Context: an optimization exercise on an open-source flow, tuned for small area, a short achievable clock period and few clock cycles per item. The choices shown serve that exercise and are no tape-out recipe.
Where RTL was checked, it was by simulation tests only, not by an equivalence proof against the original.
Only the layout flow was run in run 1; the RTL was not checked for function there.
Power and IR drop assume default switching activity.

--- flow/config.mk ---
export PLATFORM = sky130hd
export DESIGN_NAME = bls_eval
export DESIGN_NICKNAME = bls_eval
export VERILOG_FILES = /design/flow/design.v
export SDC_FILE = /design/flow/constraint.sdc
export NUM_CORES = 4
export LEC_CHECK = 0
export CAP_MARGIN = 20
export CORE_MARGIN = 2
export CORE_UTILIZATION = 40
export SLEW_MARGIN = 20
--- flow/constraint.sdc ---
create_clock -name core_clock -period 10.0 [get_ports {clk}]
set_input_delay 2.0000 -clock core_clock [delete_from_list [all_inputs] [get_ports {clk}]]
set_output_delay 2.0000 -clock core_clock [all_outputs]
set_load 0.01 [all_outputs]
--- flow/design.v ---
module bls_eval (
    input  wire         clk,
    input  wire         rst,       
    input  wire         start,     
    input  wire [1:0]   cmd,       
    input  wire [511:0] prog,      
    input  wire [6:0]   plen,      
    input  wire [31:0]  asgin,     
    input  wire [5:0]   nvin,      
    output wire         ready,
    output reg          done,
    output reg          out,
    output reg  [255:0] ttout,
    output reg  [7:0]   efault,
    output reg  [7:0]   einfo
);
    localparam integer K   = 4;           
    localparam integer LGK = 2;
    localparam integer W   = 16;          
    localparam integer LGW = 4;
    localparam integer DS  = 8;           
    localparam integer NE  = W * DS;      
    localparam integer NG  = 64 / K;      
    localparam integer LGG = 6 - LGK;
    localparam integer M   = 2 * K + 1;   
    localparam integer NC  = 256 / W;     
    localparam integer LGC = 8 - LGW;
    localparam [7:0] F_NONE       = 8'h00;
    localparam [7:0] F_BAD_CMD    = 8'h10;
    localparam [7:0] F_TOO_LONG   = 8'h11;
    localparam [7:0] F_BAD_TOKEN  = 8'h12;
    localparam [7:0] F_UNDERFLOW  = 8'h13;
    localparam [7:0] F_FINAL      = 8'h15;
    localparam [7:0] F_NO_VARS    = 8'h16;
    localparam [7:0] F_TT_LARGE   = 8'h17;
    integer i, t, d;
    reg            run;             
    reg            tt;              
    reg [LGG-1:0]  tp;              
    reg [6:0]      sp;              
    reg [2:0]      mode;            
    reg [LGW-1:0]  q;               
    reg [LGC-1:0]  c;               
    reg [NE-1:0]   E;               
    reg            gv;              
    reg            glast;           
    reg [LGG-1:0]  gidx;            
    reg [K-1:0]    k_var, k_not, k_bin, k_bad;
    reg [2*K-1:0]  k_op;
    reg [K-1:0]    k_ev;            
    reg [K-1:0]    k_vv;            
    reg [3*K-1:0]  k_bp;            
    assign ready = ~run;
    wire is_tt = (cmd == 2'd2);
    wire [8*K-1:0] fgrp = prog[8*K*tp +: 8*K];
    wire [6:0]     lm1  = plen - 7'd1;
    wire [LGG-1:0] lastg = (plen == 7'd0) ? {LGG{1'b0}} : lm1[5:LGK];
    reg [K-1:0]    f_var, f_not, f_bin, f_bad, f_ev, f_vv;
    reg [2*K-1:0]  f_op;
    reg [3*K-1:0]  f_bp;
    reg [7:0]      ftok;
    reg [6:0]      fpos;
    always @* begin
        for (t = 0; t < K; t = t + 1) begin
            ftok = fgrp[8*t +: 8];
            fpos = {tp, t[LGK-1:0]};
            if (LGK == 0) fpos = {1'b0, tp};
            if (fpos < plen) begin
                f_var[t] = (ftok[7:5] == 3'b000);
                f_not[t] = (ftok == 8'h80);
                f_bin[t] = (ftok == 8'h20) || (ftok == 8'h40) || (ftok == 8'h60);
                f_bad[t] = !(ftok[7:5] == 3'b000) && !(ftok == 8'h80) &&
                           !((ftok == 8'h20) || (ftok == 8'h40) || (ftok == 8'h60));
            end else begin
                f_var[t] = 1'b0; f_not[t] = 1'b0; f_bin[t] = 1'b0; f_bad[t] = 1'b0;
            end
            f_op[2*t +: 2] = ftok[6:5];
            f_ev[t]        = asgin[ftok[4:0]];
            f_vv[t]        = ({1'b0, ftok[4:0]} < nvin);
            f_bp[3*t +: 3] = nvin[2:0] - 3'd1 - ftok[2:0];
        end
    end
    reg [6:0]  s [0:K];             
    reg [K-1:0] flt;
    reg        anyflt;
    reg [6:0]  fltpos;
    reg        ovf;
    wire [7:0] cap = DS << mode;
    always @* begin
        s[0] = sp;
        for (t = 0; t < K; t = t + 1) begin
            flt[t] = k_bad[t] || (k_not[t] && s[t] == 7'd0) ||
                     (k_bin[t] && s[t] < 7'd2);
            s[t+1] = s[t] + {6'd0, k_var[t]} - {6'd0, k_bin[t]};
        end
        anyflt = 1'b0;
        fltpos = 7'd0;
        for (t = K - 1; t >= 0; t = t - 1)
            if (flt[t]) begin
                anyflt = 1'b1;
                fltpos = {gidx, t[LGK-1:0]};
                if (LGK == 0) fltpos = {1'b0, gidx};
            end
        ovf = 1'b0;
        for (t = 1; t <= K; t = t + 1)
            if ({1'b0, s[t]} > cap) ovf = 1'b1;
    end
    wire [7:0] dlt = {1'b0, s[K]} - {1'b0, sp};
    reg [2*K:0] dsel;
    always @* begin
        for (d = -K; d <= K; d = d + 1)
            dsel[d + K] = (dlt == d[7:0]);
    end
    reg [LGW-1:0] mmask;            
    always @* begin
        for (i = 0; i < LGW; i = i + 1) mmask[i] = (i < mode);
    end
    reg [K-1:0]   v_com;
    reg [K*LGW-1:0] v_lb;
    reg [2:0]     bp;
    reg           rb;
    always @* begin
        for (t = 0; t < K; t = t + 1) begin
            bp = k_bp[3*t +: 3];
            if (bp >= LGW) rb = c[bp - LGW];
            else           rb = (bp < mode) ? q[bp] : 1'b0;
            v_com[t] = tt ? (k_vv[t] & rb) : k_ev[t];
            for (i = 0; i < LGW; i = i + 1)
                v_lb[t*LGW + i] = tt & k_vv[t] & (bp == i) & ~mmask[i];
        end
    end
    wire [W*(K+1)-1:0] F;           
    genvar l;
    generate
        for (l = 0; l < W; l = l + 1) begin : lane
            reg [M-1:0] V [0:K];
            reg         v;
            integer a, b, j;
            always @* begin
                for (j = 0; j < M; j = j + 1)
                    V[0][j] = (l*DS + j < NE) ? E[l*DS + j] : 1'b0;
                for (a = 0; a < K; a = a + 1) begin
                    v = v_com[a];
                    for (b = 0; b < LGW; b = b + 1)
                        if ((l >> b) & 1) v = v | v_lb[a*LGW + b];
                    if (k_var[a]) begin
                        V[a+1][0] = v;
                        for (j = 1; j < M; j = j + 1) V[a+1][j] = V[a][j-1];
                    end else if (k_bin[a]) begin
                        case (k_op[2*a +: 2])
                            2'd1:    V[a+1][0] = V[a][1] & V[a][0];
                            2'd2:    V[a+1][0] = V[a][1] | V[a][0];
                            default: V[a+1][0] = V[a][1] ^ V[a][0];
                        endcase
                        for (j = 1; j < M - 1; j = j + 1) V[a+1][j] = V[a][j+1];
                        V[a+1][M-1] = 1'b0;
                    end else if (k_not[a]) begin
                        V[a+1] = V[a];
                        V[a+1][0] = ~V[a][0];
                    end else begin
                        V[a+1] = V[a];
                    end
                end
            end
            assign F[l*(K+1) +: K+1] = V[K][K:0];
        end
    endgenerate
    reg [NE-1:0] En;
    integer g, mm, off, h;
    always @* begin
        for (g = 0; g < NE; g = g + 1) begin
            En[g] = 1'b0;
            for (d = -K; d <= K; d = d + 1)
                if (g - d >= 0 && g - d < NE)
                    En[g] = En[g] | (dsel[d + K] & E[g - d]);
            for (mm = 0; mm <= LGW; mm = mm + 1) begin
                off = g % (DS << mm);
                h   = (g - off) / DS;
                if (mode == mm && off <= K) En[g] = F[h*(K+1) + off];
            end
        end
    end
    reg [W-1:0] resb;
    always @* begin
        for (i = 0; i < W; i = i + 1)
            resb[i] = F[(i & ~mmask) * (K+1)];
    end
    reg [7:0] nmask;                
    always @* begin
        nmask = 8'd0;
        for (i = 0; i < 8; i = i + 1) nmask[i] = (i < nvin[3:0]);
    end
    wire [LGW-1:0] qmax  = mmask & nmask[LGW-1:0];
    wire [LGC-1:0] cmax  = nmask[7:LGW];
    wire           lastq = (q == qmax);
    wire           lastp = lastq && (c == cmax);
    wire           first = (q == {LGW{1'b0}}) && (c == {LGC{1'b0}});
    wire exec    = run && gv;
    wire restart = exec && !anyflt && tt && ovf && (mode != LGW);
    wire pend    = exec && !anyflt && !restart && glast;    
    wire ok      = pend && (s[K] == 7'd1);
    wire ttwr    = ok && tt;
    always @(posedge clk) begin
        E <= En;
    end
    genvar r;
    generate
        for (r = 0; r < 256; r = r + 1) begin : ttbit
            wire wr = (c == (r / W)) && ((((r % W) & mmask) == q)) &&
                      ((r >= W) || (((r % W) & ~nmask) == 0));
            always @(posedge clk) begin
                if (rst)
                    ttout[r] <= 1'b0;
                else if (ttwr && wr)
                    ttout[r] <= resb[r % W];
                else if (ttwr && first)
                    ttout[r] <= 1'b0;
            end
        end
    endgenerate
    always @(posedge clk) begin
        if (rst) begin
            run    <= 1'b0;
            done   <= 1'b0;
            out    <= 1'b0;
            efault <= F_NONE;
            einfo  <= 8'd0;
            tp     <= {LGG{1'b0}};
            gv     <= 1'b0;
            sp     <= 7'd0;
        end else begin
            done <= 1'b0;
            k_var <= f_var; k_not <= f_not; k_bin <= f_bin; k_bad <= f_bad;
            k_op  <= f_op;  k_ev  <= f_ev;  k_vv  <= f_vv;  k_bp  <= f_bp;
            gidx  <= tp;
            glast <= (tp == lastg);
            tp    <= (tp == lastg) ? {LGG{1'b0}} : tp + 1'b1;
            if (!run) begin
                tp <= {LGG{1'b0}};
                gv <= 1'b0;
                sp <= 7'd0;
                if (start) begin
                    tt   <= is_tt;
                    mode <= is_tt ? 3'd0 : LGW[2:0];
                    q    <= {LGW{1'b0}};
                    c    <= {LGC{1'b0}};
                    if (cmd == 2'd3) begin
                        efault <= F_BAD_CMD;
                        einfo  <= {6'd0, cmd};
                        done   <= 1'b1;
                    end else if (is_tt && nvin == 6'd0) begin
                        efault <= F_NO_VARS;
                        einfo  <= 8'd0;
                        done   <= 1'b1;
                    end else if (is_tt && nvin > 6'd8) begin
                        efault <= F_TT_LARGE;
                        einfo  <= {2'd0, nvin};
                        done   <= 1'b1;
                    end else if (plen > 7'd64) begin
                        efault <= F_TOO_LONG;
                        einfo  <= {1'b0, plen};
                        done   <= 1'b1;
                    end else begin
                        run <= 1'b1;
                        gv  <= 1'b1;
                        tp  <= (lastg == {LGG{1'b0}}) ? {LGG{1'b0}} : {{(LGG-1){1'b0}}, 1'b1};
                    end
                end
            end else if (exec) begin
                sp <= s[K];
                if (anyflt) begin
                    efault <= (k_bad & ((~flt + 1'b1) & flt)) != 0 ? F_BAD_TOKEN : F_UNDERFLOW;
                    einfo  <= {1'b0, fltpos};
                    done   <= 1'b1;
                    run    <= 1'b0;
                    tp     <= {LGG{1'b0}};
                end else if (restart) begin
                    mode <= mode + 3'd1;
                    sp   <= 7'd0;
                    gv   <= 1'b0;
                    tp   <= {LGG{1'b0}};
                end else if (pend) begin
                    sp <= 7'd0;
                    if (s[K] != 7'd1) begin
                        efault <= F_FINAL;
                        einfo  <= {1'b0, s[K]};
                        done   <= 1'b1;
                        run    <= 1'b0;
                        tp     <= {LGG{1'b0}};
                    end else if (!tt) begin
                        out    <= F[0];
                        efault <= F_NONE;
                        einfo  <= 8'd0;
                        done   <= 1'b1;
                        run    <= 1'b0;
                        tp     <= {LGG{1'b0}};
                    end else if (lastp) begin
                        efault <= F_NONE;
                        einfo  <= 8'd0;
                        done   <= 1'b1;
                        run    <= 1'b0;
                        tp     <= {LGG{1'b0}};
                    end else if (lastq) begin
                        q <= {LGW{1'b0}};
                        c <= c + 1'b1;
                    end else begin
                        q <= q + 1'b1;
                    end
                end
            end else begin
                gv <= 1'b1;
            end
        end
    end
endmodule
--- flow/run.sh ---
#!/bin/bash
# synth_recipe.tcl (not shown) runs the flow's synth.tcl, then flattens the netlist and writes it again
# the make line also repeats each setting of config.mk as NAME=value (left out here)
make -C /OpenROAD-flow-scripts/flow DESIGN_CONFIG=/design/flow/config.mk WORK_HOME=/design/flow/orfs CLKGATE_MAP_FILE= SYNTH_SCRIPT=/design/flow/synth_recipe.tcl finish
==> results of run 1 <==
synth_stat cells (63+ instances only):
cell type,n
o22ai_1,93
nand2_1,564
dfxtp_1,410
mux2_2,63
buf_1,102
a221oi_1,72
a222oi_1,73
nor3_1,136
mux2i_1,483
mux4_2,200
o211ai_1,91
a21oi_1,473
clkbuf_1,516
o21ai_0,333
ha_1,247
inv_1,293
a22oi_1,182
o31ai_1,83
nor2_1,392
nand3_1,315
per-layer routing:
metal / up-vias / wire [um] / share of wire [%]
met5: - / 110 / 0.041
met4: 16 / 28500 / 11
met3: 781 / 27600 / 10
met2: 3735 / 116000 / 43
met1: 26700 / 97600 / 36
li1: 23500 / - / -
critical path: cells and delay by family, from the launching register on:
family / cells / cell delay [ns]
fa+ha+maj: 9 / 2.89
flops: 1 / 0.40
simple gates: 7 / 1.60
compound gates: 11 / 3.13
xor+xnor: 3 / 0.64
buf+inv: 7 / 0.65
per-stage QoR:
| step | util, % | worst slack (ns) |
|---|---|---|
| after floorplan | - | 0.447 |
| after global placement | 47.9 | 0.328 |
| after detailed placement | 47.9 | 0.169 |
| after CTS | 49.5 | 0.154 |
| after global routing | 49.6 | 0.0229 |
| final | 49.7 | 0.597 |
power by group through the flow:
stage | clock network, uW | logic [uW] | registers [uW]
after floorplan | 0 | 3680 | 2140
after global placement | 0 | 5400 | 2470
after detailed placement | 0 | 5430 | 2470
after CTS | 2210 | 5460 | 2430
after global routing | 2280 | 6000 | 2470
final | 2210 | 5670 | 2440
sequential cells by signal (all words and copies together), names as in the netlist, 3 cells and up:
register,count
E,128
c,4
efault,4
einfo,7
gidx,4
k_bad,4
k_bin,4
k_bp,12
k_ev,4
k_not,4
k_op,8
k_var,4
k_vv,4
mode,3
q,4
sp,7
tp,4
ttout,256
worst paths after layout:
check,startpoint,to,slack (ns),depth (start not counted)
max,k_var[0],ttout[41],0.60,37
min,ttout[65],ttout[65],0.46,2
max reg2reg,k_var[0],ttout[41],0.60,37
min reg2reg,ttout[65],ttout[65],0.46,2
cell type report:
type / instances / area, um^2 / area share (%)
repair buffers: 977 / 9500 / 15.9
clock buffers: 83 / 1670 / 2.80
inverters: 301 / 1140 / 1.91
well taps: 1612 / 2020 / 3.38
flip-flops and latches: 471 / 10000 / 16.9
diodes: 63 / 158 / 0.265
clock inverters: 24 / 273 / 0.458
multi-input cells: 4637 / 34800 / 58.4
what timing repair did:
item / CTS / global route
hold buffers: 0 / 0
resized for setup: 0 / 7
endpoints found under the setup margin: 0 / 232
buffers inserted: 0 / 0
logic make-up (layout without fill, tap and decap cells):
family,count (synthesis),count (layout),synth area share [%]
xor+xnor,81,81,1.57
buf+inv,979,1385,7.83
simple gates,1723,1723,16.8
compound gates,1822,1822,25.3
flops,471,471,20.8
fa+ha+maj,258,258,6.80
other cells,1,68,0.00775
mux,748,748,20.9
==> out/metrics.csv, run 1 <==
stage,metric,value,unit
power,sw frac,49.5,%
die,I/O pin cnt,837,
global_route,met1 Use GR,51.0,%
routing,DR vias,54700,
power,Seq pwr share,23.7,%
routing,DR vias/cell,6.70,
die,Cell Rows,127,
place,placed cell areas,57400,um^2
sta,Hold Slack,0.456,ns
place,PortBufs,831,
synthesis,Netlist cell types,119,
synthesis,Synth area leaders,"dfxtp_1 17%, mux2i_1 10%, mux4_2 9.3%",
sta,Slew @ Worst Pin,1.20,ns
synthesis,Synth top area share,17.0,%
setup_path,crit-path max FO,16,
power,Clk network pwr share,21.4,%
cts,register clock-pin slew on the reported worst setup and hold paths,0.06,ns
routing,final wirelength,270,mm
die,Die Wd,352,um
setup_path,CP startpoint kind,flop,
setup_path,arrival time worst endpoint,10.01,ns
setup_path,Critical Path RT,10.60,ns
finish,most frequent cells in the layout,"830 x clkdlybuf4s50_1, 561 x nand2_1, 483 x mux2i_1",
setup_path,Crit path top cell by count,ha_1,
routing,post-route ant nets,0,
sta,period utilization,94.0,%
synthesis,Syn Inst Count,6083,
cts,clk latency of the worst-skew pair,0.69,ns
place,# placed instances,7997,
global_route,vias in the first global route,50000,
synthesis,#FFs+latches synth,471,
synthesis,"Primary FF master, synth",dfxtp_1,
cts,H-tree depth,2,
cts,CTS tree,built,
power,Peak VDD IR,0.306,mV
routing,WL/cell,33.0,um
finish,design area,59600,um^2
sta,Final Skew,0.0593,ns
routing,drc violations,0,
synthesis,post-synth top area cell,dfxtp_1,
cts,total CTS buffers,57,
power,Pleak,0.0221,uW
sta,final setup fails,0,
synthesis,Async SR Flop Fraction,0,%
power,Internal Power,5220,uW
synthesis,Post-synth EDFFs,61,
cts,Bufs on Longest Clock Path,3,
finish,Finished Layout Cells,8168,
sta,max_slew headroom,19.8,%
finish,layout cells sized above 1,9.61,%
sta,RSZ-0062 raised after global routing,false,
global_route,GRT overflow,0,
cts,Root Driver,clkbuf_16,
synthesis,Post-Syn Area,48400,um^2
finish,filler instances,11600,
global_route,met3 Usage GRT,8.34,%
global_route,GR Util met2,63.4,%
finish,Final #Nets,7263,
sta,Final Max Tran Viols,0,
cts,Clock Sinks,471,
setup_path,Slowest cell on crit path,nor3_4,
run,max-cap viol count,0,
routing,First DRT Iteration DRCs,7622,
synthesis,sequential-to-total area share from yosys stat,20.8,%
synthesis,Syn. warnings,18,
setup_path,critical path class,flop to flop,
global_route,initial antenna violation count,71,
run_status,status,finished clean,
power,combinational power share,54.9,%
die,Starting Density,40.3,%
sta,FMAX,106,MHz
finish,most common library cell in the layout ignoring fill and taps,clkdlybuf4s50_1,
setup_path,CP endpoint kind,flop,
global_route,first-pass GRT wire length,376,mm
power,Power Density,173,nW/um^2
power,total power,10300,uW
power,Switching Power,5110,uW
setup_path,max incr delay on CP,0.67,ns
global_route,GRT Total Usage,41.8,%
routing,1st-pass router iterations,9,
place,GP Congestion,1.03,
sta,final hold violation count,0,
synthesis,Synth Area per Inst,7.95,um^2
sta,Period minus WS final,9.40,ns
sta,setup total negative slack,0,ns
die,CORE AREA,120000,um^2
global_route,GR peak layer,met2,
die,Die Area,124000,um^2
hold_path,Hold WC Path Type,flop to flop,
place,HPWL reported at the end of detailed placement,204,mm
finish,Area Overhead vs Synth,23.2,%
die,DIE HEIGHT,352,um
global_route,pin count of the biggest net entering global routing,164,
==> run 2, diff against run 1 <==
--- a/flow/design.v
+++ b/flow/design.v
@@ -49,6 +49,7 @@
     reg [2*K-1:0]  k_op;
     reg [K-1:0]    k_ev;            
-    reg [K-1:0]    k_vv;            
-    reg [3*K-1:0]  k_bp;            
+    reg [8*K-1:0]  k_bp;            
+    reg [4*K-1:0]  k_pf;            
+    reg [2*K:0]    k_dsel;          
     assign ready = ~run;
     wire is_tt = (cmd == 2'd2);
@@ -56,10 +57,15 @@
     wire [6:0]     lm1  = plen - 7'd1;
     wire [LGG-1:0] lastg = (plen == 7'd0) ? {LGG{1'b0}} : lm1[5:LGK];
-    reg [K-1:0]    f_var, f_not, f_bin, f_bad, f_ev, f_vv;
+    reg [K-1:0]    f_var, f_not, f_bin, f_bad, f_ev;
     reg [2*K-1:0]  f_op;
-    reg [3*K-1:0]  f_bp;
+    reg [8*K-1:0]  f_bp;
+    reg [4*K-1:0]  f_pf;
+    reg [2*K:0]    f_dsel;
     reg [7:0]      ftok;
     reg [6:0]      fpos;
+    reg [2:0]      fbp;
+    reg [3:0]      fp;
     always @* begin
+        fp = 4'd0;
         for (t = 0; t < K; t = t + 1) begin
             ftok = fgrp[8*t +: 8];
@@ -75,13 +81,18 @@
                 f_var[t] = 1'b0; f_not[t] = 1'b0; f_bin[t] = 1'b0; f_bad[t] = 1'b0;
             end
+            fp = fp + {3'd0, f_var[t]} - {3'd0, f_bin[t]};
+            f_pf[4*t +: 4] = fp;
             f_op[2*t +: 2] = ftok[6:5];
             f_ev[t]        = asgin[ftok[4:0]];
-            f_vv[t]        = ({1'b0, ftok[4:0]} < nvin);
-            f_bp[3*t +: 3] = nvin[2:0] - 3'd1 - ftok[2:0];
+            fbp            = nvin[2:0] - 3'd1 - ftok[2:0];
+            for (i = 0; i < 8; i = i + 1)
+                f_bp[8*t + i] = ({1'b0, ftok[4:0]} < nvin) && (fbp == i);
         end
+        for (d = -K; d <= K; d = d + 1)
+            f_dsel[d + K] = (fp == d[3:0]);
     end
     reg [6:0]  s [0:K];             
     reg [K-1:0] flt;
-    reg        anyflt;
+    reg        anyflt, fltbad;
     reg [6:0]  fltpos;
     reg        ovf;
@@ -89,14 +100,16 @@
     always @* begin
         s[0] = sp;
-        for (t = 0; t < K; t = t + 1) begin
+        for (t = 1; t <= K; t = t + 1)
+            s[t] = sp + {{3{k_pf[4*(t-1)+3]}}, k_pf[4*(t-1) +: 4]};
+        for (t = 0; t < K; t = t + 1)
             flt[t] = k_bad[t] || (k_not[t] && s[t] == 7'd0) ||
-                     (k_bin[t] && s[t] < 7'd2);
-            s[t+1] = s[t] + {6'd0, k_var[t]} - {6'd0, k_bin[t]};
-        end
+                     (k_bin[t] && (s[t] == 7'd0 || s[t] == 7'd1));
         anyflt = 1'b0;
+        fltbad = 1'b0;
         fltpos = 7'd0;
         for (t = K - 1; t >= 0; t = t - 1)
             if (flt[t]) begin
                 anyflt = 1'b1;
+                fltbad = k_bad[t];
                 fltpos = {gidx, t[LGK-1:0]};
                 if (LGK == 0) fltpos = {1'b0, gidx};
@@ -106,26 +119,22 @@
             if ({1'b0, s[t]} > cap) ovf = 1'b1;
     end
-    wire [7:0] dlt = {1'b0, s[K]} - {1'b0, sp};
-    reg [2*K:0] dsel;
-    always @* begin
-        for (d = -K; d <= K; d = d + 1)
-            dsel[d + K] = (dlt == d[7:0]);
-    end
+    wire [2*K:0] dsel = k_dsel;
     reg [LGW-1:0] mmask;            
     always @* begin
         for (i = 0; i < LGW; i = i + 1) mmask[i] = (i < mode);
     end
-    reg [K-1:0]   v_com;
+    reg [7:0]     rsel;
+    always @* begin
+        for (i = 0; i < 8; i = i + 1)
+            if (i >= LGW) rsel[i] = c[i - LGW];
+            else          rsel[i] = mmask[i] & q[i];
+    end
+    reg [K-1:0]     v_com;
     reg [K*LGW-1:0] v_lb;
-    reg [2:0]     bp;
-    reg           rb;
     always @* begin
         for (t = 0; t < K; t = t + 1) begin
-            bp = k_bp[3*t +: 3];
-            if (bp >= LGW) rb = c[bp - LGW];
-            else           rb = (bp < mode) ? q[bp] : 1'b0;
-            v_com[t] = tt ? (k_vv[t] & rb) : k_ev[t];
+            v_com[t] = tt ? |(k_bp[8*t +: 8] & rsel) : k_ev[t];
             for (i = 0; i < LGW; i = i + 1)
-                v_lb[t*LGW + i] = tt & k_vv[t] & (bp == i) & ~mmask[i];
+                v_lb[t*LGW + i] = tt & k_bp[8*t + i] & ~mmask[i];
         end
     end
@@ -232,5 +241,6 @@
             done <= 1'b0;
             k_var <= f_var; k_not <= f_not; k_bin <= f_bin; k_bad <= f_bad;
-            k_op  <= f_op;  k_ev  <= f_ev;  k_vv  <= f_vv;  k_bp  <= f_bp;
+            k_op  <= f_op;  k_ev  <= f_ev;  k_bp  <= f_bp;
+            k_pf  <= f_pf;  k_dsel <= f_dsel;
             gidx  <= tp;
             glast <= (tp == lastg);
@@ -270,5 +280,5 @@
                 sp <= s[K];
                 if (anyflt) begin
-                    efault <= (k_bad & ((~flt + 1'b1) & flt)) != 0 ? F_BAD_TOKEN : F_UNDERFLOW;
+                    efault <= fltbad ? F_BAD_TOKEN : F_UNDERFLOW;
                     einfo  <= {1'b0, fltpos};
                     done   <= 1'b1;
==> out/metrics.csv, run 2 <==
stage,metric,value,unit,change
synthesis,Synth top cells by count,"499 x clkbuf_1, 410 x dfxtp_1, 409 x o21ai_0",,"was 564 x nand2_1, 516 x clkbuf_1, 483 x mux2i_1"
finish,Area Overhead vs Synth,23.3,%,was 23.2%
synthesis,Syn. warnings,18,,unchanged
routing,First DRT Iteration DRCs,7278,,"was 7,622"
synthesis,post-synth top area cell,dfxtp_1,,unchanged
routing,1st-pass router iterations,9,,unchanged
synthesis,"Primary FF master, synth",dfxtp_1,,unchanged
setup_path,Setup crit start,mode[2],,was k_var[0]
sta,RSZ-0062 raised after global routing,false,,unchanged
run,max-cap viol count,0,,unchanged
finish,layout cells sized above 1,9.47,%,was 9.61%
sta,max_slew headroom,22.8,%,was 19.8%
sta,final setup fails,0,,unchanged
cts,H-tree depth,2,,unchanged
finish,Finished Layout Cells,7633,,"was 8,168"
die,Cell Rows,125,,was 127
synthesis,Synth top area share,17.4,%,was 17.0%
routing,post-route ant nets,0,,unchanged
place,post-place setup slack,1.78,ns,was 0.169 ns
place,GP Congestion,1.04,,was 1.03
sta,Slew @ Worst Pin,1.15,ns,was 1.20 ns
global_route,initial antenna violation count,62,,was 71
global_route,GRT overflow,0,,unchanged
sta,FMAX,118,MHz,was 106 MHz
setup_path,max incr delay on CP,0.93,ns,was 0.67 ns
synthesis,Synth Area per Inst,8.35,um^2,was 7.95 um^2
global_route,first-pass GRT wire length,354,mm,was 376 mm
finish,filler instances,11100,,"was 11,600"
power,Power Density,134,nW/um^2,was 173 nW/um^2
finish,utilization after layout,49.9,%,was 49.7%
routing,drc violations,0,,unchanged
setup_path,Worst R2R Path Depth,30,,was 37
finish,Reg with most FFs,ttout,,unchanged
setup_path,capture point of the worst path,ttout[223],,was ttout[41]
routing,WL/cell,32.9,um,was 33.0 um
synthesis,"count leader, synth",clkbuf_1,,was nand2_1
sta,Period minus WS final,8.45,ns,was 9.40 ns
die,DIE HEIGHT,347,um,was 352 um
setup_path,arrival time worst endpoint,9.05,ns,was 10.01 ns
cts,Root Driver,clkbuf_16,,unchanged
setup_path,CP top delay family,compound AO/OA/AOI/OAI gates,,unchanged
routing,DR vias,51800,,"was 54,700"
routing,final wirelength,251,mm,was 270 mm
synthesis,Netlist cell types,103,,was 119
cts,Bufs on Longest Clock Path,3,,unchanged
sta,period utilization,84.5,%,was 94.0%
finish,Final #Nets,6823,,"was 7,263"
power,Peak VDD IR,0.159,mV,was 0.306 mV
cts,register clock-pin slew on the reported worst setup and hold paths,0.06,ns,about the same
setup_path,CP Depth,30,,was 37
setup_path,CP endpoint kind,flop,,unchanged
cts,total CTS buffers,61,,was 57
cts,hold_buf cts,0,,unchanged
finish,most frequent cells in the layout,"830 x clkdlybuf4s50_1, 409 x o21ai_0, 406 x dfxtp_1",,"was 830 x clkdlybuf4s50_1, 561 x nand2_1, 483 x mux2i_1"
cts,Clock Sinks,509,,was 471
global_route,vias in the first global route,47600,,"was 50,000"
cts,post-CTS sizing,0,,unchanged
setup_path,reg-to-reg startpoint,mode[2],,was k_var[0]
setup_path,crit-path max FO,17,,was 16
setup_path,CP startpoint kind,flop,,unchanged
die,I/O pin cnt,837,,unchanged
cts,clk latency of the worst-skew pair,0.71,ns,was 0.69 ns
die,Starting Density,40.5,%,was 40.3%
hold_path,Hold WC Path Type,flop to flop,,unchanged
place,# placed instances,7475,,"was 7,997"
run_status,status,finished clean,,unchanged
setup_path,Critical Path RT,10.60,ns,about the same
sta,final hold violation count,0,,unchanged
finish,Multi-input gate area,32500,um^2,"was 34,800 um^2"
sta,Final Max Tran Viols,0,,unchanged
sta,Final Skew,0.0437,ns,was 0.0593 ns
synthesis,Post-synth EDFFs,99,,was 61
synthesis,Synth area leaders,"dfxtp_1 17%, mux4_2 9.1%, mux2i_1 6.4%",,"was dfxtp_1 17%, mux2i_1 10%, mux4_2 9.3%"
finish,Largest register FFs,256,,unchanged
finish,most common library cell in the layout ignoring fill and taps,clkdlybuf4s50_1,,unchanged
power,Pleak,0.0215,uW,was 0.0221 uW
routing,DR vias/cell,6.79,,was 6.70
synthesis,Async SR Flop Fraction,0,%,unchanged
die,Die Wd,347,um,was 352 um
synthesis,#FFs+latches synth,509,,was 471
place,HPWL reported at the end of detailed placement,187,mm,was 204 mm
finish,Reg area,11200,um^2,"was 10,000 um^2"
global_route,pin count of the biggest net entering global routing,207,,was 164
synthesis,Syn Inst Count,5650,,"was 6,083"
setup_path,RR Endpoint,ttout[223],,was ttout[41]
setup_path,CP bufs+invs,6,,was 7
setup_path,critical path class,flop to flop,,unchanged
synthesis,sequential-to-total area share from yosys stat,23.7,%,was 20.8%
cts,CTS tree,built,,unchanged
synthesis,Post-Syn Area,47200,um^2,"was 48,400 um^2"
finish,largest registers,"ttout x256, E x128, k_bp x32",,"was ttout x256, E x128, k_bp x12"
die,Die Area,121000,um^2,"was 124,000 um^2"
global_route,GRT Total Usage,39.7,%,was 41.8%
setup_path,r2r setup slk,1.55,ns,was 0.60 ns
setup_path,Slowest cell on crit path,a311oi_1,,was nor3_4
cts,Post-CTS Setup Bufs,0,,unchanged
sta,setup total negative slack,0,ns,unchanged
die,CORE AREA,117000,um^2,"was 120,000 um^2"
sta,Setup WS post-layout,1.55,ns,was 0.597 ns
place,PortBufs,831,,unchanged
==> run 2: worst min-delay path: cells and delay by family (launching register included) <==
kind          cells  cell delay, ns
flops             1            0.31
simple gates      1            0.06
mux               1            0.06
==> run 2: report_power, final <==
| part | internal [uW] | total (uW) | leakage (uW) | switching (uW) |
|---|---|---|---|---|
| Clock | 1390 | 2400 | 0.00102 | 1010 |
| Sequential | 2210 | 2510 | 0.00433 | 299 |
| Combinational | 1180 | 2880 | 0.0162 | 1710 |
| Total | 4770 | 7790 | 0.0215 | 3020 |
==> run 2: metal layers <==
| metal | up-vias | part of all wire [%] | global-route usage, % |
|---|---|---|---|
| met5 | - | 0.019 | 0 |
| met4 | 8 | 9.3 | 29.6 |
| met3 | 616 | 9.0 | 6.64 |
| met2 | 3233 | 44 | 61.8 |
| met1 | 25500 | 38 | 49.3 |
| li1 | 22500 | - | - |
==> run 2: area by class of cell <==
type                            count  area share, %
Antenna cell                       50          0.215
Multi-Input combinational cell   4235           56.0
Timing Repair Buffer              946           16.0
Clock inverter                     21          0.518
Sequential cell                   509           19.2
Tap cell                         1524           3.28
Inverter                          262           1.70
Clock buffer                       86           3.06
==> run 2: how the worst min path moves through the flow <==
stage          cells after the start  slack [ns]  startpoint       end
2_1_floorplan                      0        0.43       tp[2]   gidx[2]
3_3_place_gp                       2        0.45    ttout[6]  ttout[6]
3_5_place_dp                       2        0.46    ttout[7]  ttout[7]
4_1_cts                            2        0.47    ttout[5]  ttout[5]
5_1_grt                            2        0.49    ttout[5]  ttout[5]
6_report                           2        0.47    ttout[6]  ttout[6]
==> run 2: cells by family (layout without fill, tap and decap cells) <==
| group | Yosys count | in the layout | synth area share [%] |
|---|---|---|---|
| multiplexers | 576 | 576 | 17.5 |
| AND/OR/NAND/NOR | 1312 | 1312 | 13.2 |
| other | 1 | 55 | 0.00795 |
| XOR/XNOR | 55 | 55 | 1.04 |
| flip-flops | 509 | 509 | 23.7 |
| AO/OA/AOI/OAI | 2040 | 2040 | 30.4 |
| adder cells (fa/ha/maj) | 247 | 247 | 6.74 |
| buffers and inverters | 910 | 1315 | 7.50 |
==> run 2: metrics by stage <==
| step | hold WS (ns) | instance area, um^2 | power, uW |
|---|---|---|---|
| after global routing | 0.489 | 58100 | 8080 |
| after CTS | 0.467 | 58000 | 7690 |
| after global placement | 0.445 | 55900 | 5290 |
| final | 0.471 | 58200 | 7790 |
| after floorplan | 0.429 | 47200 | 4280 |
| after detailed placement | 0.459 | 55900 | 5320 |
Testbench counts of run 2, summed over its fixed seeds: cycles 7,219, commands 384.

[what the ideal ports hide]
No port has a modelled driver above. Below, the same layouts with a new extraction and two added sets of constraints. Step 1, drivers: a clkbuf_16 drives clk and a buf_2 each remaining input, both assumed. Step 2 also shifts input and output timing later by t, the mid clock arrival at the registers, as if the neighbouring blocks saw the same clock. a / b / c = ideal / step 1 / step 2; a / b = the first two.
run	t, ns	slack for setup (ns)	cell pins on the clock port's net
run 1	0.761	0.597 / 0.597 / 0.597	1
run 2	0.749	1.552 / 1.552 / 1.552	1
After both steps setup and hold are still met in every run listed.
